This is an optimization exercise on Yosys and OpenROAD, whose aim is small area and a short achievable clock period, not a production implementation. Where RTL was checked, it was by simulation tests only, not by an equivalence proof against the original. The RTL of run 4 was laid out without a check of its function. Power and IR drop assume default switching activity.

**design.v**
```verilog
module zcpf_nec (
    input  wire       clk,
    input  wire       rst,       
    input  wire       zc_in,     
    input  wire       ir_in,     
    input  wire       dt_tick,   
    input  wire       tb_tick,   
    input  wire [3:0] addr,
    input  wire [7:0] wdata,
    input  wire       rd,
    input  wire       wr,
    output reg  [7:0] rdata,
    output reg        gate_n
);
    localparam [2:0] S_IDLE    = 3'd0;
    localparam [2:0] S_MARK    = 3'd1;
    localparam [2:0] S_SPACE   = 3'd2;
    localparam [2:0] S_HIGHBIT = 3'd3;
    localparam [2:0] S_LOWBIT  = 3'd4;
    localparam [2:0] S_REPEAT  = 3'd5;
    localparam [127:0] LUT_TT = {
        16'h003f, 16'h00c7, 16'h014b, 16'h0399,
        16'h0255, 16'h030f, 16'h0333, 16'h0155 };
    localparam [7:0] KICK_200 = 8'had, KICK_199 = 8'h5b, KICK_1 = 8'h80;
    localparam [15:0] TB_FFFF = 16'h8000;
    function [7:0] step8;
        input [7:0] q;
        begin
            step8 = {q[6:0], q[7] ^ q[5] ^ q[4] ^ q[3] ^ (q[6:0] == 7'd0)};
        end
    endfunction
    function [15:0] step16;
        input [15:0] q;
        begin
            step16 = {q[14:0], q[15] ^ q[14] ^ q[12] ^ q[3] ^ (q[14:0] == 15'd0)};
        end
    endfunction
    function [7:0] lut;
        input [3:0] idx;
        integer b;
        begin
            for (b = 0; b < 8; b = b + 1)
                lut[b] = LUT_TT[16*b + idx];
        end
    endfunction
    reg  [2:0]  ir_state;
    reg  [3:0]  phase;        
    reg  [3:0]  dly_a;        
    reg  [4:0]  dly_b;
    reg         dly_armed;
    reg         gate;
    reg         run;
    reg  [3:0]  level;
    reg         start_req;
    reg  [7:0]  kick_cnt;
    reg  [15:0] tb_cnt;
    reg  [7:0]  hc_cnt;
    reg  [7:0]  ovf_cnt;
    reg         ir_level;
    reg  [15:0] ivc;          
    reg  [31:1] acc;
    reg  [4:0]  bitcnt;
    reg  [31:0] frame;
    reg         frame_vld;    
    reg  [1:0]  ir_idle;
    reg         frame_rdy;
    reg         rpt_pend;
    reg         ovf_f;
    reg         zc_f;
    reg         pulse_on;     
    reg  [3:0]  pulse_cnt;    
    reg         zc_prev;
    reg         ir_prev;
    wire ir_now = ~ir_in;
    wire zc_ev  = zc_in & ~zc_prev;
    wire ir_ev  = ir_now ^ ir_prev;
    wire dt_ev  = dt_tick & dly_armed;
    wire wr_lvl = wr & (addr == 4'h0);
    wire wr_ctl = wr & (addr == 4'h1);
    wire wr_flg = wr & (addr == 4'h4);
    wire       wlvl_z = wdata[7] | (wdata[6:0] == 7'd0);
    wire       wlvl_9 = (wdata[6:0] > 7'd9) | (wdata[3:0] == 4'd9);
    wire [3:0] wlvl   = wdata[7] ? 4'd0 : wlvl_9 ? 4'd9 : wdata[3:0];
    wire kick_nz = (kick_cnt != 8'd0);
    wire kick_1  = (kick_cnt == KICK_1);
    wire dly_bz  = (dly_b == 5'd0);
    wire dly_z   = (dly_a == 4'd10) & dly_bz;
    wire c_zero = wr_lvl & wlvl_z;                           
    wire c_kick = wr_lvl & ~wlvl_z & ~run & start_req;       
    wire c_set  = wr_lvl & ~wlvl_z & ~start_req & ~run       
                | wr_lvl & ~wlvl_z & run & ~kick_nz;
    wire c_keep = ~(c_zero | c_kick | c_set);                
    wire       w_run   = c_zero ? 1'b0 : (c_kick | run);
    wire [3:0] w_level = wr_lvl ? wlvl : level;
    wire       w_ph9   = c_kick | (c_set & wlvl_9 & ~wdata[7]) | (c_keep & phase == 4'd9);
    wire kick_end = zc_ev & c_keep & ~c_zero & kick_1;    
    reg [3:0] w_phase;
    always @* begin
        if (c_zero)        w_phase = 4'd0;
        else if (c_kick)   w_phase = 4'd9;
        else if (c_set)    w_phase = wlvl;
        else               w_phase = phase;
    end
    reg [3:0] n_phase;
    always @* begin
        if (kick_end)      n_phase = w_level;
        else               n_phase = w_phase;
    end
    reg [7:0] n_kick;
    always @* begin
        if (c_zero)                 n_kick = 8'd0;
        else if (c_kick)            n_kick = zc_ev ? KICK_199 : KICK_200;
        else if (zc_ev & kick_nz)   n_kick = step8(kick_cnt);
        else                        n_kick = kick_cnt;
    end
    wire       dly_step = dt_ev & ~dly_z;
    wire [3:0] n_dly_a = zc_ev ? w_phase :
                         (dly_step & dly_bz) ? dly_a + 4'd1 : dly_a;
    wire [4:0] n_dly_b = zc_ev ? (dt_tick ? 5'd4 : 5'd5) :
                         dly_step ? (dly_bz ? 5'd24 : dly_b - 5'd1) : dly_b;
    wire expire  = ~zc_ev & dt_ev & dly_z;
    wire fire    = expire & w_run;
    wire n_armed = zc_ev | (dly_armed & ~expire);
    wire n_gate  = (zc_ev & w_run & w_ph9) | (gate & ~expire);
    wire n_pulse_on = fire | (pulse_on & (pulse_cnt != 4'd0));
    wire [15:0] iv = ivc;
    wire iv_ge787 = (iv >= 16'd787);
    wire iv_lt394 = (iv <  16'd394);
    wire iv_bit   = (iv >= 16'd56) && (iv <= 16'd84);
    wire iv_low   = (iv >= 16'd56) && (iv <= 16'd252);
    wire iv_one   = (iv >= 16'd168);
    wire st_idle = (ir_state == S_IDLE);
    wire st_mark = (ir_state == S_MARK);
    wire st_spc  = (ir_state == S_SPACE);
    wire st_hi   = (ir_state == S_HIGHBIT);
    wire st_lo   = (ir_state == S_LOWBIT);
    wire st_rpt  = (ir_state == S_REPEAT);
    reg [2:0] ed_state;
    always @* begin
        case (ir_state)
            S_IDLE:    ed_state = S_MARK;       
            S_MARK:    ed_state = iv_ge787 ? S_SPACE : S_IDLE;
            S_SPACE:   ed_state = iv_lt394 ? S_REPEAT : S_HIGHBIT;
            S_HIGHBIT: ed_state = iv_bit ? S_LOWBIT : S_IDLE;
            S_LOWBIT:  ed_state = (iv_low & (bitcnt != 5'd31)) ? S_HIGHBIT : S_IDLE;
            default:   ed_state = S_IDLE;
        endcase
    end
    wire go_idle_hold = st_idle & ~ir_now;                  
    wire done_pre = st_lo & iv_low & (bitcnt == 5'd31);     
    wire rpt_pre  = st_rpt & iv_bit;
    wire [4:0] ed_bitcnt = (st_lo & iv_low & (bitcnt != 5'd31)) ? bitcnt + 5'd1 :
                           (st_spc | st_hi & iv_bit) ? bitcnt : 5'd0;
    wire [15:0] sel = 16'd1 << addr;
    wire        sel_fr = frame_vld & addr[3] & ~addr[2];
    wire [7:0] rd_view =
        ({8{sel[0]}} & {4'd0, level}) |
        ({8{sel[1]}} & {7'd0, start_req}) |
        ({8{sel[2]}} & lut(phase)) |
        ({8{sel[3]}} & {3'd0, ir_level, dly_armed, gate, kick_nz, run}) |
        ({8{sel[4]}} & {4'd0, zc_f, ovf_f, rpt_pend, frame_rdy}) |
        ({8{sel[5]}} & hc_cnt) |
        ({8{sel[6]}} & ovf_cnt) |
        ({8{sel[7]}} & {ir_state, bitcnt}) |
        ({8{sel_fr & addr[1:0] == 2'd0}} & frame[7:0]) |
        ({8{sel_fr & addr[1:0] == 2'd1}} & frame[15:8]) |
        ({8{sel_fr & addr[1:0] == 2'd2}} & frame[23:16]) |
        ({8{sel_fr & addr[1:0] == 2'd3}} & frame[31:24]);
    wire tb_wrap = tb_tick & (tb_cnt == TB_FFFF);
    wire [1:0] idle_ir = ir_ev ? 2'd0 : ir_idle;
    always @(posedge clk) begin
        zc_prev <= zc_in;
        ir_prev <= ir_now;
        dly_a   <= n_dly_a;
        dly_b   <= n_dly_b;
        if (fire)
            pulse_cnt <= 4'd15;
        else
            pulse_cnt <= pulse_cnt - 4'd1;
        if (ir_ev)
            ivc <= {15'd0, tb_tick};
        else if (tb_tick)
            ivc <= ivc + 16'd1;
        if (ir_ev & st_lo)
            acc <= {iv_one, acc[31:2]};
        if (ir_ev & done_pre)
            frame <= {iv_one, acc};
    end
    always @(posedge clk) begin
        if (rst) begin
            ir_state  <= S_IDLE;
            phase     <= 4'd0;
            dly_armed <= 1'b0;
            gate      <= 1'b0;
            run       <= 1'b0;
            level     <= 4'd0;
            start_req <= 1'b0;
            kick_cnt  <= 8'd0;
            tb_cnt    <= 16'd0;
            hc_cnt    <= 8'd0;
            ovf_cnt   <= 8'd0;
            ir_level  <= 1'b0;
            bitcnt    <= 5'd0;
            frame_vld <= 1'b0;
            ir_idle   <= 2'd0;
            frame_rdy <= 1'b0;
            rpt_pend  <= 1'b0;
            ovf_f     <= 1'b0;
            zc_f      <= 1'b0;
            pulse_on  <= 1'b0;
            gate_n    <= 1'b1;
            rdata     <= 8'd0;
        end else begin
            phase     <= n_phase;
            dly_armed <= n_armed;
            gate      <= n_gate;
            run       <= w_run;
            level     <= w_level;
            kick_cnt  <= n_kick;
            pulse_on  <= n_pulse_on;
            gate_n    <= ~(n_gate | n_pulse_on);
            if (wr_lvl)
                start_req <= 1'b0;
            else if (wr_ctl)
                start_req <= wdata[0];
            if (zc_ev)
                hc_cnt <= hc_cnt + 8'd1;
            if (ir_ev) begin
                ir_level <= ir_now;
                if (!go_idle_hold) begin
                    ir_state <= ed_state;
                    bitcnt   <= ed_bitcnt;
                end
                if (done_pre)
                    frame_vld <= 1'b1;
            end
            if (tb_tick)
                tb_cnt <= step16(tb_cnt);
            if (tb_wrap) begin
                ovf_cnt <= ovf_cnt + 8'd1;
                ir_idle <= (idle_ir == 2'd2) ? 2'd2 : idle_ir + 2'd1;
            end else begin
                ir_idle <= idle_ir;
            end
            frame_rdy <= (frame_rdy & ~(wr_flg & wdata[0])) | (ir_ev & done_pre);
            rpt_pend  <= ((rpt_pend & ~(wr_flg & wdata[1])) | (ir_ev & rpt_pre))
                         & ~(tb_wrap & (idle_ir != 2'd0));
            ovf_f     <= (ovf_f & ~(wr_flg & wdata[2])) | tb_wrap;
            zc_f      <= (zc_f & ~(wr_flg & wdata[3])) | zc_ev;
            if (rd)
                rdata <= rd_view;
        end
    end
endmodule
```
**flow/run.sh**
```bash
#!/bin/bash
# Own layout flow: the standard flow (standard.sh, standard synthesis
# unchanged) with extra ORFS variables from flow/extra.env, e.g. the cell
# buffer_ports puts on every port.
set -euo pipefail
set -a
source flow/extra.env
set +a
bash standard.sh > flow.log 2>&1
```
**flow/extra.env**
```
BUFFER_PORTS_ARGS="-buffer_cell sky130_fd_sc_hd__buf_4"
CTS_ARGS="-sink_clustering_enable -repair_clock_nets -dont_use_dummy_load -sink_buffer_max_cap_derate 0.5 -buf_list {sky130_fd_sc_hd__clkbuf_4 sky130_fd_sc_hd__clkbuf_8}"
REMOVE_ABC_BUFFERS=1
```
**standard.sh**
```bash
#!/bin/bash
# synth_recipe.tcl (not shown) runs the flow's synth.tcl, then flattens the netlist and writes it again
# the make line also repeats each setting of config.mk as NAME=value (left out here)
make -C /OpenROAD-flow-scripts/flow DESIGN_CONFIG=/design/flow/config.mk WORK_HOME=/design/flow/orfs CLKGATE_MAP_FILE= SYNTH_SCRIPT=/design/flow/synth_recipe.tcl "${@:-finish}"
```
**config.mk**
```make
export PLATFORM = sky130hd
export DESIGN_NAME = zcpf_nec
export DESIGN_NICKNAME = zcpf_nec
export VERILOG_FILES = /design/flow/design.v
export SDC_FILE = /design/flow/constraint.sdc
export NUM_CORES = 4
export LEC_CHECK = 0
export CAP_MARGIN = 20
export CORE_MARGIN = 2
export CORE_UTILIZATION = 40
export CTS_BUF_LIST = sky130_fd_sc_hd__clkbuf_4 sky130_fd_sc_hd__clkbuf_8
export SETUP_SLACK_MARGIN = 2.45
export SLEW_MARGIN = 20
```
**constraint.sdc**
```tcl
create_clock -name core_clock -period 4.5 [get_ports {clk}]
set_input_delay 0.9000 -clock core_clock [delete_from_list [all_inputs] [get_ports {clk}]]
set_output_delay 0.9000 -clock core_clock [all_outputs]
set_load 0.01 [all_outputs]
```
==> summary.txt, run 1 <==
* Status: timing/DRC/antenna clean
* RSZ-0062 raised after global routing: yes
* Final Max Slew Viols at 0
* Core Util, Final at 0.460
* Worst min path class: flop to flop
* Synth Register Bits at 172
* Worst Setup Start Kind: flop
* Detailed Routing Iterations Pass 1 at 5
* Clk slew on worst S/H paths at 100 ps
* DP HPWL at 12,100 µm
* Antenna Violating Nets Remaining at 0
* Initial DRC count at 504
* Post-synthesis mux area share at 0.0350
* Die height at 144 µm
* Gpl congestion at 0.832
* Number of synthesized flops with an enable pin at 73
* Synthesized instance count at 775
* First-pass GRT wire length at 27,800 µm
* Synth Area in Adders at 0.0270
* Largest net degree at the start of global routing at 49
* CTS tree: done
* Layout area overhead at 13.0%
* TNS Setup at 0 ps
* XOR/XNOR Fraction of Synth Area at 0.0366
* Area contributors post-synth: edfxtp_1, dfxtp_1, nor2_1
* Crit path max fanout at 4
* CP arrival at 2490 ps
* Overflow after GRT at 0
* DR vias/cell at 5.48
* Num CTS Buffers at 17
* Setup CP Type: flop to flop
* Chip width at 144 µm
* Period utilisation layout at 0.448
* Layout cells sized above 1 at 0.170
* Simple-Gate Fraction of Synth Area at 0.197
* Commonest non-fill, non-tap cell in the layout: dfxtp_1
* IO Port Bufs at 28
* Worst-margin pin slew at 676 ps
* Most frequent cells in the layout: dfxtp_1, nor2_1, edfxtp_1, nand2_1, a21oi_1
* Number of I/O pins at 29
* Root buffer cell: clkbuf_4
* Main synth FF type: dfxtp_1
* Starting density of the core at 0.407
* Rows at 51
* Synth cell types at 75
* Post-synth top area share at 0.278
* WL final at 17,400 µm
* Post-synthesis sequential area ratio at 0.529
* Clock Latency Late Sink at 600 ps
* Antenna violations before repair at 1
* Synth Area in Compound Gates at 0.140
* CTS Buffer Depth at 2
* Setup-failing EPs final at 0
* Net count, final at 840
* Core Area at 19,400 µm²
* Async SR Flop Fraction at 0
* Total GRT Usage at 0.172
* CP required at 4980 ps
* Worst R2R Path Depth at 5
* # Max-Cap Violations at 0
* Area leader, netlist: edfxtp_1
* Worst clock skew at 27.7 ps
* Max Freq at 496 MHz
* Slew margin rel. at 0.549
* Synth warnings at 1
* CTS H-tree lvls at 4
* Pwr/cell area at 295 nW/µm²
* Filler cell count in the final layout at 1,833
* Tmin final at 2020 ps
* Post-Layout Cell Count at 1,067
* Largest family of logic cells by synthesized area: simple AND/OR/NAND/NOR gates
* Via count at 5,851
* Vias in the first global route at 5,249
* Min Hold Slack at 402 ps
* # DRC at 0
* Synthesized area per cell at 10.2 µm²
* Clock Sinks at 172
* Placed insts at 1,038
* Hold path depth at 1
* Hold Fails Final Rpt at 0
* Die area at 20,900 µm²
* Worst setup EP type: flop
* Leak pwr at 0.00306 µW
* Drt wl/cell at 16.3 µm
* Peak supply drop at 0.157 mV
* Netlist Area Pre-Place at 7890 µm²
-- where the power goes --
group / internal [µW] / switching, µW / leakage [µW] / total (µW)
Combinational: 70.9 / 108 / 0.00147 / 179
Clock: 321 / 469 / 0.000120 / 791
Sequential: 1640 / 21.2 / 0.00147 / 1660
-- cell type report --
class                      instances  area, µm²  area share
sequential                       172       4200       0.470
multi-input combinational        543       3710       0.416
timing repair buffer              45        363      0.0407
tap                              265        332      0.0372
clock buffer                      17        228      0.0255
inverter                          24       90.1      0.0101
antenna                            1       2.50    0.000281
-- synth_stat cells (9+ instances only) --
cell and number:
a31oi_1 9, and3_1 10, edfxtp_1 73, nor2_1 87, or3_1 13, nand2_1 64, nor3_1 17, nand2b_1 12
o21ai_0 31, ha_1 17, clkbuf_1 20, mux2i_1 19, a22oi_1 17, xnor2_1 19, nor4_1 11, dfxtp_1 99
nand3_1 21, a21oi_1 57, nand4_1 13, inv_1 24, xor2_1 14
-- registers in the layout, indices dropped and copies added, names as in the netlist, 2 cells and up --
signal and cells:
acc 31, phase 4, kick_cnt 8, ivc 16
level 4, ir_state 3, tb_cnt 16, ir_idle 2
frame 32, hc_cnt 8, dly_b 5, dly_a 4
rdata 8, ovf_cnt 8, bitcnt 5, pulse_cnt 4
-- per-layer routing --
| metal | share of wire | global-route usage |
|---|---|---|
| met1 | 0.50 | 0.260 |
| met2 | 0.44 | 0.249 |
| met3 | 0.047 | 0.0358 |
| met4 | 0.013 | 0.0470 |
| met5 | 0 | 0 |
-- worst max-delay path, cell delays in order (launching register included) --
cell      delay [ps]
dfxtp_4          370
or4_4            540
o21ai_4          200
a21oi_1           80
or3_1            400
a211oi_1         300
-- logic make-up after synthesis --
family	after synthesis
simple gates	298
flops	172
compound gates	169
buf+inv	60
xor+xnor	33
mux	26
fa+ha+maj	17
-- per-stage QoR --
step / instance area (µm²) / power [µW] / setup slack, ps
final: 8920 / 2630 / 2480
after global routing: 8920 / 2740 / 2390
after CTS: 8650 / 2640 / 2410
after detailed placement: 8300 / 1850 / 1560
after global placement: 8300 / 1850 / 1610
after floorplan: 7710 / 1770 / -1130
-- repair_timing --
action / 4_1_cts / 5_1_grt
hold buffers: 0 / 0
pin swaps: 2 / 12
resized for setup: 25 / 42
setup buffers: 1 / 10
gates cloned: 0 / 0
hold endpoints to repair: 0 / 0
endpoints found under the setup margin: 71 / 78
-- worst paths after layout --
| kind | from | endpoint | slack, ps |
|---|---|---|---|
| max | kick_cnt[1] | phase[0] | 2480 |
| min | pulse_cnt[0] | pulse_cnt[0] | 400 |
| max reg2reg | kick_cnt[1] | phase[0] | 2480 |
| min reg2reg | pulse_cnt[0] | pulse_cnt[0] | 400 |
==> run 2, diff against run 1 <==
--- a/config.mk
+++ b/config.mk
@@ -9,3 +9,3 @@
 export CORE_MARGIN = 2
-export CORE_UTILIZATION = 40
+export CORE_UTILIZATION = 45
 export CTS_BUF_LIST = sky130_fd_sc_hd__clkbuf_4 sky130_fd_sc_hd__clkbuf_8
==> summary.txt, run 2 <==
* Layout area overhead at 15.0%
* DP HPWL at 13,200 µm
* Post-synthesis sequential area ratio at 0.529
* # Max-Cap Violations at 0
* Post-CTS Hold Fix Bufs at 0
* Synth Area in Adders at 0.0270
* Leak pwr at 0.00313 µW
* Worst R2R Path Depth at 6
* Number of synthesized flops with an enable pin at 73
* Post-synthesis mux area share at 0.0350
* Initial DRC count at 434
* Rows at 48
* Total GRT Usage at 0.208
* Final Max Slew Viols at 0
* # DRC at 0
* Multi-input logic area at 3790 µm²
* Worst path top cell family by delay: simple AND/OR/NAND/NOR gates
* Worst R2R Setup Slack at 2470 ps
* WL final at 19,100 µm
* Synth Register Bits at 172
* Root buffer cell: clkbuf_4
* Num CTS Buffers at 17
* Core Area at 17,200 µm²
* Die area at 18,600 µm²
* Pwr/cell area at 290 nW/µm²
* Detailed Routing Iterations Pass 1 at 5
* Core Util, Final at 0.526
* IO Port Bufs at 28
* Net count, final at 850
* Gpl congestion at 0.874
* Final Cell Area at 9070 µm²
* Largest net degree at the start of global routing at 42
* Placed Area at 8250 µm²
* Worst-margin pin slew at 762 ps
* Starting density of the core at 0.458
* Netlist Area Pre-Place at 7890 µm²
* Crit path depth at 6
* Tmin final at 2030 ps
* Worst setup EP type: flop
* Slew margin rel. at 0.491
* Commonest non-fill, non-tap cell in the layout: dfxtp_1
* Count leader, synth: dfxtp_1
* Antenna violations before repair at 1
* FF/Latch Area at 4190 µm²
* Period utilisation layout at 0.452
* Via count at 6,005
* Simple-Gate Fraction of Synth Area at 0.197
* Synthesized instance count at 775
* Largest registers: frame: 32 flops, acc: 31 flops
* Peak supply drop at 0.171 mV
* CTS tree: done
* Synth warnings at 1
* Main synth FF type: dfxtp_1
* Number of I/O pins at 29
* CP required at 4820 ps
* Antenna Violating Nets Remaining at 0
* Status: timing/DRC/antenna clean
* Crit path max fanout at 4
* Async SR Flop Fraction at 0
* Hold Fails Final Rpt at 0
* Largest register FFs at 32
* Worst clock skew at 34.1 ps
* First-pass GRT wire length at 29,600 µm
* Area contributors post-synth: edfxtp_1, dfxtp_1, nor2_1
* Hold path depth at 1
* RSZ-0062 raised after global routing: yes
* Synth cell types at 75
* Drt wl/cell at 18.4 µm
* Clock Latency Late Sink at 610 ps
* Critical path endpoint: dly_a[2]
* DR vias/cell at 5.79
* Synthesized area per cell at 10.2 µm²
* Critical-path cell with the highest stage delay: or4_4
* Max incr delay on CP at 580 ps
* Largest family of logic cells by synthesized area: simple AND/OR/NAND/NOR gates
* Post-synth top area share at 0.278
* CTS H-tree lvls at 4
* Worst Setup Start Kind: flop
* Layout cells sized above 1 at 0.185
* Overflow after GRT at 0
* Worst r2r dst: dly_a[2]
* Most frequent cells in the layout: dfxtp_1, nor2_1, edfxtp_1, nand2_1, a21oi_1
* Worst min path class: flop to flop
* Clk slew on worst S/H paths at 80 ps
* Vias in the first global route at 5,642
* Max Freq at 492 MHz
* Ordered list of cells on the worst path: or4_4 > o21ai_4 > nand4_4 > buf_4 > mux2i_1 > o22ai_1
* Setup crit start: kick_cnt[1]
* Post-synth top cells: dfxtp_1, nor2_1, edfxtp_1
* Clock Sinks at 172
* Setup-failing EPs final at 0
* Synth Area in Compound Gates at 0.140
* Setup CP Type: flop to flop
* XOR/XNOR Fraction of Synth Area at 0.0366
* Chip width at 136 µm
* Top register by number of flip-flops: frame
* Area leader, netlist: edfxtp_1
* Filler cell count in the final layout at 1,559
* CP bufs+invs at 1
* CTS Buffer Depth at 2
* R2r startpoint: kick_cnt[1]
* Die height at 136 µm
* CP arrival at 2360 ps
[run 2: metal layers]
layer | up-vias | track usage | wire [µm]
met5 | - | 0 | 0
met4 | 0 | 0.0775 | 429
met3 | 28 | 0.0388 | 827
met2 | 122 | 0.334 | 9170
met1 | 2945 | 0.279 | 8630
li1 | 2910 | - | -
[run 2: logic make-up after synthesis]
logic type | count (synthesis)
xor gates and xnor gates | 33
and+or+nand+nor | 298
buffers and inverters | 60
AOI/OAI and AO/OA | 169
adders and majority gates | 17
DFF | 172
muxes | 26
[run 2: cell type report]
| cell class | instances | share of cell area |
|---|---|---|
| Tap cell | 225 | 0.0310 |
| Multi-Input combinational cell | 543 | 0.418 |
| Inverter | 24 | 0.00993 |
| Clock buffer | 17 | 0.0251 |
| Antenna cell | 1 | 0.000276 |
| Timing Repair Buffer | 55 | 0.0538 |
| Sequential cell | 172 | 0.462 |
[run 2: per-stage QoR]
stage               hold slack [ps]  setup WS [ps]  std cells  setup TNS (ps)  total power [µW]
floorplan                       371          -1130        739          -38110              1770
global placement                376           1650        997               0              1840
detailed placement              392           1580        997               0              1850
CTS                             403           2400       1020               0              2640
global route                    396           2410       1037               0              2730
finish                          408           2470       1037               0              2630
[run 2: report_power, final]
group	switching [µW]	internal, µW	total (µW)
logic	109	69.7	179
registers	21.0	1640	1660
clock network	475	321	796
[run 2: worst min path at each step]
| stage | startpoint | to | slack (ps) |
|---|---|---|---|
| 5_1_grt | zc_in | zc_prev | 400 |
| 3_5_place_dp | pulse_cnt[0] | pulse_cnt[0] | 390 |
| 6_report | pulse_cnt[0] | pulse_cnt[0] | 410 |
| 2_1_floorplan | pulse_cnt[0] | pulse_cnt[0] | 370 |
| 3_3_place_gp | pulse_cnt[0] | pulse_cnt[0] | 380 |
| 4_1_cts | zc_in | zc_prev | 400 |
[run 2: repair_timing]
item	CTS	global route
cloned	1	2
pin swaps	5	14
setup buffers	5	14
endpoints found under the setup margin	74	73
gates resized for setup	29	52
==> run 3, diff against run 2 <==
==> flow/extra.env (replaced) <==
BUFFER_PORTS_ARGS="-buffer_cell sky130_fd_sc_hd__buf_2"
CTS_ARGS="-sink_clustering_enable -repair_clock_nets -dont_use_dummy_load -sink_buffer_max_cap_derate 0.5 -buf_list {sky130_fd_sc_hd__clkbuf_4 sky130_fd_sc_hd__clkbuf_8}"
REMOVE_ABC_BUFFERS=1
--- a/config.mk
+++ b/config.mk
@@ -9,3 +9,3 @@
 export CORE_MARGIN = 2
-export CORE_UTILIZATION = 45
+export CORE_UTILIZATION = 40
 export CTS_BUF_LIST = sky130_fd_sc_hd__clkbuf_4 sky130_fd_sc_hd__clkbuf_8
==> summary.txt, run 3 <==
* Status: timing/DRC/antenna clean
* Post-synth top area share at 0.278
* Worst clock skew at 35.1 ps
* Post-synth top cells: dfxtp_1, nor2_1, edfxtp_1
* Tmin final at 2060 ps
* Initial DRC count at 378
* Netlist Area Pre-Place at 7890 µm²
* CTS tree: done
* WL final at 17,900 µm
* Gpl congestion at 0.818
* Chip width at 144 µm
* Overflow after GRT at 0
* First-pass GRT wire length at 28,500 µm
* Via count at 5,878
* Clock Sinks at 172
* Leak pwr at 0.00304 µW
* Die height at 144 µm
* Detailed Routing Iterations Pass 1 at 5
* Placed Area at 8260 µm²
* Critical-path cell with the highest stage delay: nand3b_1
* DR vias/cell at 5.49
* Post-synthesis mux area share at 0.0350
* Final setup margin at 2440 ps
* Core Util, Final at 0.458
* Area contributors post-synth: edfxtp_1, dfxtp_1, nor2_1
* Total GRT Usage at 0.177
* Drt wl/cell at 16.7 µm
* Layout cells sized above 1 at 0.174
* Worst Setup Start Kind: input port
* Setup WS pre-CTS at 1530 ps
* Peak supply drop at 0.199 mV
* Largest registers: frame: 32 flops, acc: 31 flops
* Core Area at 19,400 µm²
* Final Cell Area at 8880 µm²
* Clock Latency Late Sink at 590 ps
* Synthesized instance count at 775
* CP bufs+invs at 2
* Post-CTS Hold Fix Bufs at 0
* Max Freq at 484 MHz
* CP required at 4960 ps
* Slew margin rel. at 0.565
* Max incr delay on CP at 340 ps
* CTS H-tree lvls at 4
* Num CTS Buffers at 17
* IO Port Bufs at 28
* Worst min path class: flop to flop
* Worst setup EP type: flop
* Async SR Flop Fraction at 0
* # Max-Cap Violations at 0
* Synth Area in Adders at 0.0270
* Starting density of the core at 0.407
* Simple-Gate Fraction of Synth Area at 0.197
* Setup CP Type: input port to flop
* Largest register FFs at 32
* Hold Fails Final Rpt at 0
* Largest net degree at the start of global routing at 35
* Largest family of logic cells by synthesized area: simple AND/OR/NAND/NOR gates
* Antenna violations before repair at 1
* Clk slew on worst S/H paths at 80 ps
* Synth warnings at 1
* Total Power Consumption at 2630 µW
* Post-Layout Cell Count at 1,070
* Count leader, synth: dfxtp_1
* Final Max Slew Viols at 0
* Pwr/cell area at 296 nW/µm²
* Period utilisation layout at 0.459
* Synth Area in Compound Gates at 0.140
* Setup-failing EPs final at 0
* Rows at 51
* Synthesized area per cell at 10.2 µm²
* Worst path top cell family by delay: simple AND/OR/NAND/NOR gates
* Synth Register Bits at 172
* RSZ-0062 raised after global routing: yes
* Post-synthesis sequential area ratio at 0.529
* DP HPWL at 12,400 µm
* Net count, final at 843
* # DRC at 0
* Main synth FF type: dfxtp_1
* Die area at 20,900 µm²
* Area leader, netlist: edfxtp_1
* Number of synthesized flops with an enable pin at 73
* Worst-margin pin slew at 653 ps
* Antenna Violating Nets Remaining at 0
* Vias in the first global route at 5,362
* CTS Buffer Depth at 2
* Placed insts at 1,041
* Root buffer cell: clkbuf_4
* Number of I/O pins at 29
* Most frequent cells in the layout: dfxtp_1, nor2_1, edfxtp_1, nand2_1, a21oi_1
* Crit path max fanout at 20
* Top register by number of flip-flops: frame
* CP arrival at 2530 ps
* Synth cell types at 75
* Commonest non-fill, non-tap cell in the layout: dfxtp_1
* Layout area overhead at 12.5%
* Ordered list of cells on the worst path: buf_2 > nand3b_1 > nor3_1 > buf_4 > a22oi_1 > and4_1 > a311oi_1
* XOR/XNOR Fraction of Synth Area at 0.0366
run 3: cell counts after synthesis:
No cell type changed its count.
run 3: layer usage:
metal	GRT usage	vias up	part of all wire
met5	0	-	0
met4	0.0593	0	0.014
met3	0.0338	21	0.044
met2	0.259	126	0.44
met1	0.262	2827	0.50
li1	-	2904	-
run 3: power by group:
group	leakage [µW]	internal (µW)	switching (µW)
clock network	0.000120	322	484
logic	0.00145	63.3	105
registers	0.00147	1630	21.7
total	0.00304	2020	610
run 3: cell type report:
class | instances | area (µm²)
tap | 265 | 332
sequential | 172 | 4200
clock buffer | 17 | 228
inverter | 24 | 90.1
timing repair buffer | 48 | 325
multi-input combinational | 543 | 3700
antenna | 1 | 2.50
fill | 1854 | 10500
run 3: kinds of logic (layout without fill, tap and decap cells):
family                   after synthesis  in the layout
AND/OR/NAND/NOR                      298            298
buffers and inverters                 60             89
other                                  0              1
AO/OA/AOI/OAI                        169            169
multiplexers                          26             26
XOR/XNOR                              33             33
flip-flops                           172            172
adder cells (fa/ha/maj)               17             17
run 3: worst paths after layout:
| kind | from | end | slack (ps) | depth (start not counted) |
|---|---|---|---|---|
| max | addr[2] | rdata[1] | 2440 | 7 |
| min | pulse_cnt[0] | pulse_cnt[0] | 410 | 1 |
| max reg2reg | kick_cnt[5] | phase[2] | 2480 | 5 |
| min reg2reg | pulse_cnt[0] | pulse_cnt[0] | 410 | 1 |
run 3: repair_timing:
action | in CTS | in global routing
buffers inserted | 2 | 8
setup endpoints to repair | 77 | 74
resized for setup | 25 | 43
pin swaps | 4 | 13
cloned | 0 | 1
run 3: through the flow:
step	hold WS (ps)	setup TNS, ps
6_report	405	0
5_1_grt	407	0
4_1_cts	406	0
3_5_place_dp	386	0
3_3_place_gp	383	0
2_1_floorplan	371	-38110
==> run 4, diff against run 3 <==
--- a/design.v
+++ b/design.v
@@ -12,3 +12,3 @@
     output reg  [7:0] rdata,
-    output reg        gate_n
+    output wire       gate_n
 );
@@ -210,3 +210,2 @@
             pulse_on  <= 1'b0;
-            gate_n    <= 1'b1;
             rdata     <= 8'd0;
@@ -220,3 +219,2 @@
             pulse_on  <= n_pulse_on;
-            gate_n    <= ~(n_gate | n_pulse_on);
             if (wr_lvl)
@@ -253,2 +251,3 @@
     end
+    assign gate_n = ~(gate | pulse_on);
 endmodule
==> flow/extra.env (replaced) <==
BUFFER_PORTS_ARGS="-buffer_cell sky130_fd_sc_hd__buf_4"
CTS_ARGS="-sink_clustering_enable -repair_clock_nets -dont_use_dummy_load -sink_buffer_max_cap_derate 0.5 -buf_list {sky130_fd_sc_hd__clkbuf_4 sky130_fd_sc_hd__clkbuf_8}"
--- a/config.mk
+++ b/config.mk
@@ -11,3 +11,3 @@
 export CTS_BUF_LIST = sky130_fd_sc_hd__clkbuf_4 sky130_fd_sc_hd__clkbuf_8
-export SETUP_SLACK_MARGIN = 2.45
+export SETUP_SLACK_MARGIN = 2.4
 export SLEW_MARGIN = 20
==> summary.txt, run 4 <==
* Status: timing/DRC/antenna clean
* Post-synthesis sequential area ratio at 0.527
* Total GRT Usage at 0.170
* Final Max Slew Viols at 0
* Worst R2R Path Depth at 6
* CP required at 4820 ps
* Setup CP Type: input port to flop
* Initial DRC count at 326
* Final setup margin at 2420 ps
* Critical-path cell with the highest stage delay: nor3b_4
* Via count at 5,749
* Crit path max fanout at 30
* Largest net degree at the start of global routing at 70
* Sw Pwr at 608 µW
* R2r startpoint: kick_cnt[5]
* Layout area overhead at 12.7%
* Post-synth top area share at 0.278
* Post-Layout Cell Count at 1,072
* Detailed Routing Iterations Pass 1 at 6
* Number of synthesized flops with an enable pin at 73
* Sequential share of power at 0.627
* Critical path endpoint: dly_a[0]
* Worst setup EP type: flop
* Die height at 144 µm
* Layout cells sized above 1 at 0.154
* Clk slew on worst S/H paths at 80 ps
* # DRC at 0
* Clock Latency Late Sink at 610 ps
* Count leader, synth: nor2_1
* CTS H-tree lvls at 4
* Num CTS Buffers at 17
* CTS Buffer Depth at 2
* Async SR Flop Fraction at 0
* Main synth FF type: dfxtp_1
* Setup crit start: addr[1]
* Drt wl/cell at 16.3 µm
* Worst Setup Start Kind: input port
* Netlist Area Pre-Place at 7890 µm²
* Worst r2r dst: dly_a[2]
* Int Pwr at 2030 µW
* Core Util, Final at 0.458
* Peak supply drop at 0.167 mV
* Max incr delay on CP at 310 ps
* Most frequent cells in the layout: nor2_1, dfxtp_1, edfxtp_1, nand2_1, a21oi_1
* Rows at 51
* Net count, final at 845
* First-pass GRT wire length at 27,400 µm
* Period utilisation layout at 0.463
* WL final at 17,500 µm
* Hold Fails Final Rpt at 0
* Clock Sinks at 171
* Overflow after GRT at 0
* DP HPWL at 11,900 µm
* Synth warnings at 1
* Root buffer cell: clkbuf_4
* Largest register FFs at 32
* Pwr/cell area at 297 nW/µm²
* Leak pwr at 0.00326 µW
* Commonest non-fill, non-tap cell in the layout: nor2_1
* Number of I/O pins at 29
* Min Hold Slack at 400 ps
* Worst-margin pin slew at 749 ps
* Ordered list of cells on the worst path: buf_4 > nor3b_4 > buf_4 > and2_1 > mux2i_1 > a211oi_2 > nor2_1 > a21oi_1
* Synthesized instance count at 789
* Worst min path class: flop to flop
* Placed insts at 1,039
* CP arrival at 2400 ps
* Setup WS pre-CTS at 1500 ps
* Gpl congestion at 0.865
* Antenna Violating Nets Remaining at 0
* Top register by number of flip-flops: frame
* TNS Setup at 0 ps
* Setup-failing EPs final at 0
* Synth Register Bits at 171
* Post-synth top cells: nor2_1, dfxtp_1, edfxtp_1
* Slew margin rel. at 0.501
* Max Freq at 480 MHz
* RSZ-0062 raised after global routing: yes
* Core Area at 19,400 µm²
* Antenna violations before repair at 1
* Synthesized area per cell at 10.0 µm²
* CTS tree: done
* Vias in the first global route at 5,370
* Largest registers: frame: 32 flops, acc: 31 flops
* Tmin final at 2080 ps
* Comb pwr share at 0.073
* Worst R2R Setup Slack at 2490 ps
* Area contributors post-synth: edfxtp_1, dfxtp_1, nor2_1
* CP dominant cell by count: buf_4
* DR vias/cell at 5.36
* Synth cell types at 69
* Switching portion of total power at 0.231
* Die area at 20,900 µm²
* Area leader, netlist: edfxtp_1
* # Max-Cap Violations at 0
* Clock share of power at 0.300
* Post-CTS Hold Fix Bufs at 0
* Starting density of the core at 0.407
* Chip width at 144 µm
* IO Port Bufs at 28
* Worst clock skew at 37.0 ps
## run 4: cell count changes after synthesis, sizes merged, moves of 5 or more
| cell | previous run | this run |
|---|---|---|
| nor4 | 13 | 8 |
| and4 | 8 | 0 |
| o31ai | 1 | 6 |
| a22oi | 17 | 7 |
| buf | 13 | 20 |
| nor3 | 17 | 28 |
| o21a | 1 | 6 |
| a21oi | 57 | 50 |
| nor2 | 87 | 107 |
| nand4 | 14 | 9 |
| mux2i | 19 | 31 |
| a22o | 1 | 6 |
## run 4: through the flow
| stage | total power, µW | cell area, µm² |
|---|---|---|
| floorplan | 1810 | 8090 |
| global placement | 1860 | 8410 |
| detailed placement | 1860 | 8410 |
| CTS | 2660 | 8750 |
| global route | 2750 | 8890 |
| finish | 2640 | 8890 |
## run 4: critical path: cells and delay by family
family,cells,cell delay (ps)
AOI/OAI and AO/OA,2,140
buffers and inverters,2,380
muxes,1,270
and+or+nand+nor,3,690
## run 4: area by class of cell
class / count / area (µm²)
sequential: 171 / 4170
fill: 1878 / 10500
antenna: 1 / 2.50
multi-input combinational: 549 / 3720
clock buffer: 17 / 228
inverter: 24 / 90.1
tap: 265 / 332
timing repair buffer: 45 / 345
## run 4: repair_timing
action,in CTS,in global routing
buffers inserted,6,8
pin swaps,3,8
endpoints found under the hold margin,0,0
setup endpoints to repair,58,45
cloned,1,0
gates resized for setup,12,20
## run 4: how the worst min path moves through the flow
stage                       from            to  slack [ps]  depth (start not counted)
finish              pulse_cnt[0]  pulse_cnt[0]         400                          1
global route               zc_in       zc_prev         380                          1
CTS                        zc_in       zc_prev         380                          1
detailed placement  pulse_cnt[0]  pulse_cnt[0]         390                          1
global placement    pulse_cnt[0]  pulse_cnt[0]         380                          1
floorplan           pulse_cnt[0]  pulse_cnt[0]         370                          1
## run 4: cells by family (layout without fill, tap and decap cells)
group                    Yosys count  in the layout  synth area share
adder cells (fa/ha/maj)           17             17            0.0270
flip-flops                       171            171             0.527
buffers and inverters             70             86            0.0365
AND/OR/NAND/NOR                  295            295             0.185
AO/OA/AOI/OAI                    159            159             0.130
XOR/XNOR                          35             36            0.0389
other                              0              1                 0
multiplexers                      42             42            0.0565
## run 4: power groups by stage
stage | sequential [µW] | combinational (µW) | clock, µW
2_1_floorplan | 1680 | 132 | 0
3_3_place_gp | 1690 | 177 | 0
3_5_place_dp | 1690 | 178 | 0
4_1_cts | 1650 | 183 | 826
5_1_grt | 1660 | 212 | 883
6_report | 1650 | 193 | 790
## run 4: metal layers
metal  part of all wire  global-route usage  wire [µm]  up-vias
li1                   -                   -          -     2872
met1               0.47               0.232       8260     2714
met2               0.46               0.266       8100      132
met3              0.042              0.0368        740       31
met4              0.021              0.0593        369        0
met5                  0                   0          0        -
==> run 5, diff against run 4 <==
--- a/design.v
+++ b/design.v
@@ -12,3 +12,3 @@
     output reg  [7:0] rdata,
-    output wire       gate_n
+    output reg        gate_n
 );
@@ -210,2 +210,3 @@
             pulse_on  <= 1'b0;
+            gate_n    <= 1'b1;
             rdata     <= 8'd0;
@@ -219,2 +220,3 @@
             pulse_on  <= n_pulse_on;
+            gate_n    <= ~(n_gate | n_pulse_on);
             if (wr_lvl)
@@ -251,3 +253,2 @@
     end
-    assign gate_n = ~(gate | pulse_on);
 endmodule
==> flow/run.sh (replaced) <==
#!/bin/bash
# Own layout flow: the standard flow (standard.sh) with two changes:
# - extra ORFS variables from flow/extra.env (the cell buffer_ports puts on
#   every port);
# - if flow/abc.script exists, Yosys's ABC pass maps the logic with it
#   instead of ORFS's script. Registers are made by Yosys before ABC runs,
#   so they stay the standard synthesis's, by name, count and cell type.
set -euo pipefail
W=$(pwd)
set -a
source flow/extra.env
set +a
if [[ -f flow/abc.script ]]; then
  cp flow/abc.script "$W/my_abc.script"
  {
    head -n 1 synth_recipe.tcl
    cat <<T
proc abc {args} {
  set i [lsearch \$args -script]
  if {\$i >= 0} { lset args [expr {\$i + 1}] $W/my_abc.script }
  yosys abc {*}\$args
}
T
    tail -n +2 synth_recipe.tcl
  } > my_synth.tcl
  sed -e "s#SYNTH_SCRIPT=[^ ]*#SYNTH_SCRIPT=$W/my_synth.tcl#" standard.sh > my_standard.sh
  grep -q "my_synth.tcl" my_standard.sh
  bash my_standard.sh > flow.log 2>&1
else
  bash standard.sh > flow.log 2>&1
fi
==> flow/abc.script (new file) <==
&get -n
&st
&dch
&nf
&st
&syn2
&if -g -K 6
&synch2
&nf
&st
&syn2
&if -g -K 6
&synch2
&nf
&st
&syn2
&if -g -K 6
&synch2
&nf
&st
&syn2
&if -g -K 6
&synch2
&nf
&st
&syn2
&if -g -K 6
&synch2
&nf
&put
==> flow/extra.env (replaced) <==
BUFFER_PORTS_ARGS="-buffer_cell sky130_fd_sc_hd__buf_4"
==> summary.txt, run 5 <==
* Status: timing/DRC/antenna clean
* Worst Setup Start Kind: input port
* Hold path depth at 1
* Slew margin rel. at 0.497
* Synth Area in Compound Gates at 0.141
* Async SR Flop Fraction at 0
* Crit path max fanout at 20
* Top register by number of flip-flops: frame
* Setup CP Type: input port to flop
* Tmin final at 2170 ps
* Synthesized instance count at 739
* Leak pwr at 0.00317 µW
* HP Start: pulse_cnt[0]
* Largest family of logic cells by synthesized area: simple AND/OR/NAND/NOR gates
* Placed Area at 8310 µm²
* Clock Sinks at 172
* Chip width at 142 µm
* WL final at 18,500 µm
* Num CTS Buffers at 17
* Antenna violations before repair at 0
* Count leader, synth: dfxtp_1
* Worst clock skew at 13.3 ps
* Largest registers: frame: 32 flops, acc: 31 flops
* Met3 Routed Length at 924 µm
* Layout area overhead at 18.8%
* Post-CTS Hold Fix Bufs at 0
* Met1 WL at 8740 µm
* Overflow after GRT at 0
* Inserted Diodes at 0
* Via count at 6,052
* Area contributors post-synth: edfxtp_1, dfxtp_1, nor2_1
* XOR/XNOR Fraction of Synth Area at 0.0379
* Vias in the first global route at 5,721
* Total GRT Usage at 0.185
* DR vias/cell at 5.75
* Die height at 142 µm
* CTS Buffer Depth at 2
* Starting density of the core at 0.407
* Drt wl/cell at 17.6 µm
* Post-synth top cells: dfxtp_1, nor2_1, edfxtp_1
* Worst r2r dst: dly_a[2]
* Post-synth top area share at 0.288
* Commonest non-fill, non-tap cell in the layout: dfxtp_1
* Largest net degree at the start of global routing at 54
* Post-synthesis mux area share at 0.0353
* Synth Area in Adders at 0.0279
* Final Max Slew Viols at 0
* Root buffer cell: clkbuf_8
* R2r startpoint: kick_cnt[2]
* Area leader, netlist: edfxtp_1
* Max Freq at 461 MHz
* Max Used Layer: met4
* Detailed Routing Iterations Pass 1 at 5
* Layout cells sized above 1 at 0.162
* RSZ-0062 raised after global routing: yes
* Post-synthesis sequential area ratio at 0.548
* Hold Fails Final Rpt at 0
* CP required at 4690 ps
* Largest register FFs at 32
* Worst min path class: flop to flop
* Initial DRC count at 486
* Pwr/cell area at 312 nW/µm²
* Rows at 50
* Peak supply drop at 0.241 mV
* Worst R2R Path Depth at 7
* Core Area at 18,700 µm²
* Period utilisation layout at 0.482
* Worst-margin pin slew at 752 ps
* Worst R2R Setup Slack at 2370 ps
* Final Cell Area at 9050 µm²
* Net count, final at 843
* Clk slew on worst S/H paths at 100 ps
* Synth warnings at 1
* Synth Register Bits at 172
* Most frequent cells in the layout: dfxtp_1, nor2_1, edfxtp_1, nand2_1, a21oi_1
* Worst setup EP type: flop
* Clock Latency Late Sink at 460 ps
* CTS tree: done
* IO Port Bufs at 28
* # Max-Cap Violations at 0
* Main synth FF type: dfxtp_1
* Synth cell types at 58
* CP arrival at 2360 ps
* Netlist Area Pre-Place at 7620 µm²
* Die area at 20,200 µm²
* Met2 Routed Length at 8560 µm
* Number of I/O pins at 29
* TNS Setup at 0 ps
* Number of synthesized flops with an enable pin at 73
* Gpl congestion at 0.894
* Simple-Gate Fraction of Synth Area at 0.198
* CTS H-tree lvls at 4
* Hold Path End: pulse_cnt[0]
* DP HPWL at 12,500 µm
* Setup-failing EPs final at 0
* # DRC at 0
* First-pass GRT wire length at 29,500 µm
* Filler cell count in the final layout at 1,685
* Synthesized area per cell at 10.3 µm²
* Antenna Violating Nets Remaining at 0
==> run 5: cell count changes in the layout (fill, tap and decap cells not counted), sizes merged, moves of 7 or more <==
cell,delta
nor3,-11
inv,-19
clkinv,+29
a21oi,+7
mux2i,-12
nor2,-19
a22oi,+10
and4,+8
==> run 5: through the flow <==
stage | hold slack, ps | power, µW | std cells | worst slack (ps) | utilization
floorplan | 375 | 1780 | 739 | 1610 | -
CTS | 416 | 2840 | 1044 | 2250 | 0.471
global route | 435 | 2940 | 1053 | 2300 | 0.484
detailed placement | 396 | 1860 | 1004 | 1590 | 0.444
global placement | 383 | 1850 | 1004 | 1750 | 0.444
finish | 413 | 2830 | 1053 | 2330 | 0.484
==> run 5: worst max-delay path, cell delays in order <==
cell,delay (ps)
buf_4,180
or2_1,370
nor2_4,150
nand4_1,170
buf_4,200
buf_6,120
mux2i_1,160
o22ai_1,110
==> run 5: metal layers <==
metal,GRT usage,vias to the layer above
li1,-,2932
met1,0.259,2897
met2,0.288,197
met3,0.0421,26
met4,0.0547,0
met5,0,-
==> run 5: kinds of logic (layout without fill, tap and decap cells) <==
| family | Yosys count | count (layout) |
|---|---|---|
| flip-flops | 172 | 172 |
| XOR/XNOR | 33 | 33 |
| multiplexers | 26 | 26 |
| buffers and inverters | 24 | 102 |
| adder cells (fa/ha/maj) | 17 | 17 |
| AO/OA/AOI/OAI | 169 | 169 |
| AND/OR/NAND/NOR | 298 | 300 |
==> run 5: where the power goes <==
group | internal (µW) | switching, µW | total, µW | leakage (µW)
sequential | 1630 | 22.6 | 1660 | 0.00147
combinational | 77.9 | 113 | 191 | 0.00152
clock | 414 | 567 | 981 | 0.000181
total | 2130 | 703 | 2830 | 0.00317
==> run 5: repair_timing <==
item	CTS	global route
pin swaps	7	14
hold endpoints to repair	0	0
gates resized for setup	24	39
setup endpoints to repair	96	106
cloned	1	1
buffers inserted	7	8
==> run 5: cell type report <==
| cell class | count | area [µm²] | area share |
|---|---|---|---|
| repair buffers | 46 | 379 | 0.0419 |
| clock inverters | 12 | 87.6 | 0.00968 |
| multi-input cells | 545 | 3750 | 0.414 |
| inverters | 24 | 90.1 | 0.00995 |
| clock buffers | 20 | 263 | 0.0290 |
| well taps | 234 | 293 | 0.0323 |
| flip-flops and latches | 172 | 4190 | 0.463 |
==> run 5: how the worst max path moves through the flow <==
stage                 from  endpoint  slack [ps]  depth (start not counted)
5_1_grt        kick_cnt[2]  dly_a[2]        2300                          7
6_report           addr[2]  dly_a[2]        2330                          8
3_3_place_gp       addr[1]  phase[2]        1750                          6
2_1_floorplan        ir_in  frame[0]        1610                          3
4_1_cts              zc_in  phase[2]        2250                          6
3_5_place_dp       addr[1]  phase[2]        1590                          6
==> run 6, diff against run 5 <==
==> flow/extra.env (replaced) <==
BUFFER_PORTS_ARGS="-buffer_cell sky130_fd_sc_hd__buf_4"
CTS_ARGS="-sink_clustering_enable -repair_clock_nets -dont_use_dummy_load -sink_buffer_max_cap_derate 0.5 -buf_list {sky130_fd_sc_hd__clkbuf_4 sky130_fd_sc_hd__clkbuf_8}"
REMOVE_ABC_BUFFERS=1
==> summary.txt, run 6 <==
* DR vias/cell at 5.75
* Overflow after GRT at 0
* Met3 Routed Length at 833 µm
* Int Pwr at 2020 µW
* Num CTS Buffers at 17
* CTS H-tree lvls at 4
* Slew margin rel. at 0.492
* Period utilisation layout at 0.493
* Post-synth top area share at 0.288
* Peak supply drop at 0.223 mV
* Total Power Consumption at 2640 µW
* Met1 WL at 9020 µm
* Die height at 142 µm
* First-pass GRT wire length at 29,700 µm
* Max Used Layer: met4
* Sw Pwr at 613 µW
* Sequential share of power at 0.628
* Met2 Routed Length at 8720 µm
* Worst clock skew at 48.0 ps
* CTS Buffer Depth at 2
* Max Freq at 451 MHz
* Commonest non-fill, non-tap cell in the layout: dfxtp_1
* Starting density of the core at 0.407
* Post-CTS Hold Fix Bufs at 0
* Largest register FFs at 32
* Rows at 50
* # DRC at 0
* Core Util, Final at 0.473
* Area leader, netlist: edfxtp_1
* Clock Latency Late Sink at 620 ps
* DP HPWL at 12,800 µm
* CP required at 4980 ps
* Post-synthesis sequential area ratio at 0.548
* IO Port Bufs at 28
* Setup CP Type: flop to flop
* Post-synth top cells: dfxtp_1, nor2_1, edfxtp_1
* Async SR Flop Fraction at 0
* Most frequent cells in the layout: dfxtp_1, nor2_1, edfxtp_1, nand2_1, a21oi_1
* Worst setup EP type: flop
* Clk slew on worst S/H paths at 70 ps
* Number of synthesized flops with an enable pin at 73
* Leak pwr at 0.00301 µW
* Pwr/cell area at 298 nW/µm²
* Root buffer cell: clkbuf_4
* Antenna violations before repair at 1
* Hold Fails Final Rpt at 0
* Top register by number of flip-flops: frame
* Drt wl/cell at 18.0 µm
* Crit path max fanout at 5
* Chip width at 142 µm
* Setup-failing EPs final at 0
* Netlist Area Pre-Place at 7620 µm²
* Largest net degree at the start of global routing at 39
* Area contributors post-synth: edfxtp_1, dfxtp_1, nor2_1
* Synth cell types at 58
* Tmin final at 2220 ps
* Main synth FF type: dfxtp_1
* Worst-margin pin slew at 760 ps
* Die area at 20,200 µm²
* Core Area at 18,700 µm²
* Count leader, synth: dfxtp_1
* Detailed Routing Iterations Pass 1 at 5
* Switching portion of total power at 0.232
* CTS tree: done
* Final Max Slew Viols at 0
* Antenna Violating Nets Remaining at 0
* Comb pwr share at 0.066
* RSZ-0062 raised after global routing: yes
* Total GRT Usage at 0.189
* Net count, final at 848
* Synthesized area per cell at 10.3 µm²
* Status: timing/DRC/antenna clean
* Worst min path class: flop to flop
* Vias in the first global route at 5,611
* Layout area overhead at 16.2%
* Worst Setup Start Kind: flop
* # Max-Cap Violations at 0
* Initial DRC count at 578
* CP arrival at 2700 ps
* Synthesized instance count at 739
* Synth Register Bits at 172
* Largest registers: frame: 32 flops, acc: 31 flops
* Clock Sinks at 172
* Via count at 6,006
* Clock share of power at 0.306
* Synth warnings at 1
* Number of I/O pins at 29
* Layout cells sized above 1 at 0.140
* WL final at 18,800 µm
* Gpl congestion at 0.898
[run 6: cell counts after synthesis]
No cell type changed its count.
[run 6: repair_timing]
item | CTS | global route
gates cloned | 0 | 1
setup endpoints to repair | 77 | 77
endpoints found under the hold margin | 0 | 0
pin swaps | 2 | 9
buffers inserted | 3 | 15
gates resized for setup | 34 | 30
[run 6: worst max-delay path, stage by stage, from the launching register on]
cell and delay, ps:
dfxtp_2 350, or4_4 560, o21ai_4 180, nand4_1 190
buf_4 220, mux2_4 300, a2111oi_2 320
[run 6: area by class of cell]
type	count	area, µm²
Timing Repair Buffer	53	427
Sequential cell	172	4180
Inverter	24	90.1
Clock buffer	17	228
Fill cell	1737	9850
Antenna cell	1	2.50
Tap cell	234	293
Multi-Input combinational cell	543	3630
[run 6: per-stage QoR]
stage               setup TNS [ps]  area (µm²)  cells  hold slack, ps  setup slack, ps
finish                           0        8850   1044             406             2280
global route                     0        8850   1044             412             2190
CTS                              0        8580   1027             402             2300
detailed placement               0        8180   1007             394             1060
global placement                 0        8180   1007             383             1180
floorplan                   -38070        7620    739             375            -1130
[run 6: cell families (layout without fill, tap and decap cells)]
group                    after synthesis  count (layout)  share of synthesized area
flip-flops                           172             172                      0.548
AND/OR/NAND/NOR                      298             298                      0.198
AO/OA/AOI/OAI                        169             169                      0.141
adder cells (fa/ha/maj)               17              17                     0.0279
other                                  0               1                          0
multiplexers                          26              26                     0.0353
buffers and inverters                 24              94                     0.0118
XOR/XNOR                              33              33                     0.0379
[run 6: final timing paths]
| kind | from | to | slack, ps | depth (start not counted) |
|---|---|---|---|---|
| worst max-delay path | kick_cnt[0] | phase[1] | 2280 | 6 |
| worst min-delay path | pulse_cnt[0] | pulse_cnt[0] | 410 | 1 |
| worst max register to register | kick_cnt[0] | phase[1] | 2280 | 6 |
| worst min register to register | pulse_cnt[0] | pulse_cnt[0] | 410 | 1 |
[run 6: power by group through the flow]
stage | sequential [µW] | combinational, µW | clock [µW]
after floorplan | 1690 | 82.9 | 0
after global placement | 1690 | 153 | 0
after detailed placement | 1690 | 157 | 0
after CTS | 1660 | 163 | 836
after global routing | 1660 | 194 | 892
final | 1660 | 174 | 807
[run 6: layer usage]
metal / up-vias / GRT usage
li1: 2911 / -
met1: 2937 / 0.267
met2: 140 / 0.291
met3: 18 / 0.0410
met4: 0 / 0.0553
met5: - / 0

==> what the ideal ports hide <==
The flow's constraints put no driver on any port. The routed layouts listed below were extracted and timed again, unchanged, in two steps.
Step 1, drivers: a clkbuf_16 drives clk and a buf_2 each remaining input, both assumed.
Step 2 moves the port delays by t, midway between the first and last clock arrival at a register: inputs arrive t later, outputs are due t later. That takes back most of the time a late clock gives input paths.
a / b / c = ideal / step 1 / step 2; a / b = the first two.
| run | t (ns) | setup slack, ns | worst slew at a driven data input, ns |
|---|---|---|---|
| run 1 | 0.617 | 2.484 / 2.484 / 1.894 | 0.05 |
| run 2 | 0.631 | 2.466 / 2.463 / 1.854 | 0.07 |
| run 3 | 0.609 | 2.435 / 2.451 / 1.842 | 0.05 |
| run 4 | 0.624 | 2.417 / 2.423 / 1.799 | 0.06 |
| run 5 | 0.490 | 2.333 / 2.342 / 1.852 | 0.06 |
| run 6 | 0.637 | 2.281 / 2.281 / 1.672 | 0.05 |
After both steps every run listed still meets setup and hold. For run 4, which loses most, drivers alone change the setup slack by +0.006 ns; drivers and shift together by -0.618 ns.
